This design comes from an exercise in tuning for small area, a short achievable clock period and few clock cycles per item on the open sky130 flow, not from production work.
Only simulation tests tie the RTL to the original design; equivalence was not proved.
No activity file was given, so power comes from the tool's default toggle rates.

Design icu_quant, start of the top module:
module icu_quant (
    input  wire        clk,
    input  wire        rst,
    input  wire        in_valid,
    output wire        in_ready,
    input  wire [23:0] in_rgb,
    output reg         out_valid,
    input  wire        out_ready,
    output reg  [23:0] out_lo,
    output reg  [23:0] out_hi,
    output reg  [7:0]  out_avg
);
    localparam integer LOOK = 10;    
    integer i;
    genvar  gi;
    reg        rdy;
    assign in_ready = rdy;
    wire acc_now = in_valid && rdy && !rst;
    reg [23:0] in_q;
    reg        v0;
    reg [14:0] x_y, x_cb, x_cr;
    reg        v1;
    reg [7:0]  a_y, a_cb, a_cr;
    reg [9:0]  t_y, t_cb, t_cr;
    reg        v2;
    reg [7:0]  w_y, w_cb, w_cr;
    reg        v3;
    wire [14:0] fxy, fxcb, fxcr;
    icu_fwd u_fwd (
        .r(in_q[23:16]), .g(in_q[15:8]), .b(in_q[7:0]),
        .xy(fxy), .xcb(fxcb), .xcr(fxcr)
    );
    wire [7:0] da_y, da_cb, da_cr;
    wire [9:0] dt_y, dt_cb, dt_cr;
    icu_d125a u_day  (.x(x_y),  .a(da_y),  .t(dt_y));
    icu_d125a u_dacb (.x(x_cb), .a(da_cb), .t(dt_cb));
    icu_d125a u_dacr (.x(x_cr), .a(da_cr), .t(dt_cr));
    wire [8:0] qy, qcb, qcr;
    icu_d125b u_dby  (.a(a_y),  .t(t_y),  .q(qy));
    icu_d125b u_dbcb (.a(a_cb), .t(t_cb), .q(qcb));
    icu_d125b u_dbcr (.a(a_cr), .t(t_cr), .q(qcr));
    always @(posedge clk) begin
        in_q <= in_rgb;
        x_y  <= fxy;
        x_cb <= fxcb;
        x_cr <= fxcr;
        a_y  <= da_y;  t_y  <= dt_y;
        a_cb <= da_cb; t_cb <= dt_cb;
        a_cr <= da_cr; t_cr <= dt_cr;
        w_y  <= qy[7:0];
  ...
clock: 22.0 ns
lec_check: 0
cap_margin: 20
core_margin: 2
core_utilization: 40
slew_margin: 20
standard.sh (not shown) runs the stock make flow with config.mk's settings and CLKGATE_MAP_FILE= SYNTH_SCRIPT=/design/flow/synth_recipe.tcl, a recipe that flattens the netlist after the stock synthesis.
==> flow/flow/run.sh <==
#!/bin/bash
# The standard layout (the standard.sh, all steps), with three changes:
#  - the port buffers are made with a regular buf_4 cell instead of the
#    flow's default choice;
#  - the clock tree is built with larger sink clusters (up to 25 sinks,
#    100 um across) and without dummy loads;
#  - the timing repair steps aim at a 5.5 ns period instead of only
#    meeting the 22 ns clock (the constraints themselves are unchanged).
# The full output goes to standard.log in this folder.
set -e
export BUFFER_PORTS_ARGS="-buffer_cell sky130_fd_sc_hd__buf_4"
export CTS_ARGS="-sink_clustering_enable -repair_clock_nets -dont_use_dummy_load -sink_clustering_size 25 -sink_clustering_max_diameter 100"
export SETUP_SLACK_MARGIN=16.5
bash standard.sh > standard.log 2>&1
Testbench counts at the start, summed over its fixed seeds: cycles 6,456, items 384.
Next try:
--- a/flow/design.v
+++ b/flow/design.v
@@ -1571,46 +1571,43 @@
         .cr(ph_half ? f5[7:0] : f2[7:0]),
         .ns(inv_ns), .nc(inv_nc)
     );
     reg [20:0] i1_ns, i1_nc;
     reg [20:0] i2_n;
     reg [7:0]  i3_a;
     reg [9:0]  i3_t;
     reg        i3_neg, i3_sat;
-    reg [7:0]  i_avg;
     wire [20:0] i1_n;
     icu_add21 u_iadd (.a(i1_ns), .b(i1_nc), .s(i1_n));
     wire [7:0] ia;
     wire [9:0] it;
     icu_d125a u_ida (.x(i2_n[17:3]), .a(ia), .t(it));
     wire [8:0] iq;
     icu_d125b u_idb (.a(i3_a), .t(i3_t), .q(iq));
     wire [7:0] inv_q = i3_neg ? 8'd0 : i3_sat ? 8'd255 : iq[7:0];
     always @(posedge clk) begin
         i1_ns  <= inv_ns;
         i1_nc  <= inv_nc;
         i2_n   <= i1_n;
         i3_a   <= ia;
         i3_t   <= it;
         i3_neg <= i2_n[20];
         i3_sat <= (i2_n[19:18] != 2'd0) || (i2_n[17:3] >= 15'd32000);
-        if (f_rel)
-            i_avg <= f_avg;
         if (ph_run) begin
             case (ch)
                 4'd3: out_lo[23:16] <= inv_q;
                 4'd4: out_lo[15:8]  <= inv_q;
-                4'd5: out_lo[7:0]   <= inv_q;
+                4'd5: begin
+                    out_lo[7:0] <= inv_q;
+                    out_avg     <= f_avg;
+                end
                 4'd6: out_hi[23:16] <= inv_q;
                 4'd7: out_hi[15:8]  <= inv_q;
-                4'd8: begin
-                    out_hi[7:0] <= inv_q;
-                    out_avg     <= i_avg;
-                end
+                4'd8: out_hi[7:0]   <= inv_q;
                 default: ;
             endcase
         end
         if (rst) begin
             ch        <= 4'd0;
             out_valid <= 1'b0;
         end else begin
             ch <= ch_next;
What happened:
- setup slack is worse by 0.015 ns
- hold slack is better by 0.021 ns
- cell area is lower by 0.57%
- combinational power hardly moves
- fmax barely changes
Testbench counts after the change, summed over its fixed seeds: cycles 6,456, items 384.

==> afterwards: timing with drivers on the ports <==
The results above use ideal ports. As a check the final layouts listed here were re-extracted and re-timed, cells and wires unchanged. Step 1 assumes that a clkbuf_16 drives the clock port and a buf_2 every other input. Step 2 moves the port delays by t, midway between the first and last clock arrival at a register: inputs arrive t later, outputs are due t later. That takes back most of the time a late clock gives input paths. a / b / c = no drivers / after step 1 / after step 2; a / b = the first two.
run	shift t [ns]	slack for setup (ns)	hold WS [ns]	worst setup path at the end	worst slew at a driven data input, ns
the first run	0.706	16.398 / 16.326 / 16.602	0.303 / 0.303 / 0.303	input to register	0.03
the second run	0.709	16.383 / 16.307 / 16.564	0.324 / 0.324 / 0.324	input to register	0.03
After both steps setup and hold are still met in every run listed.
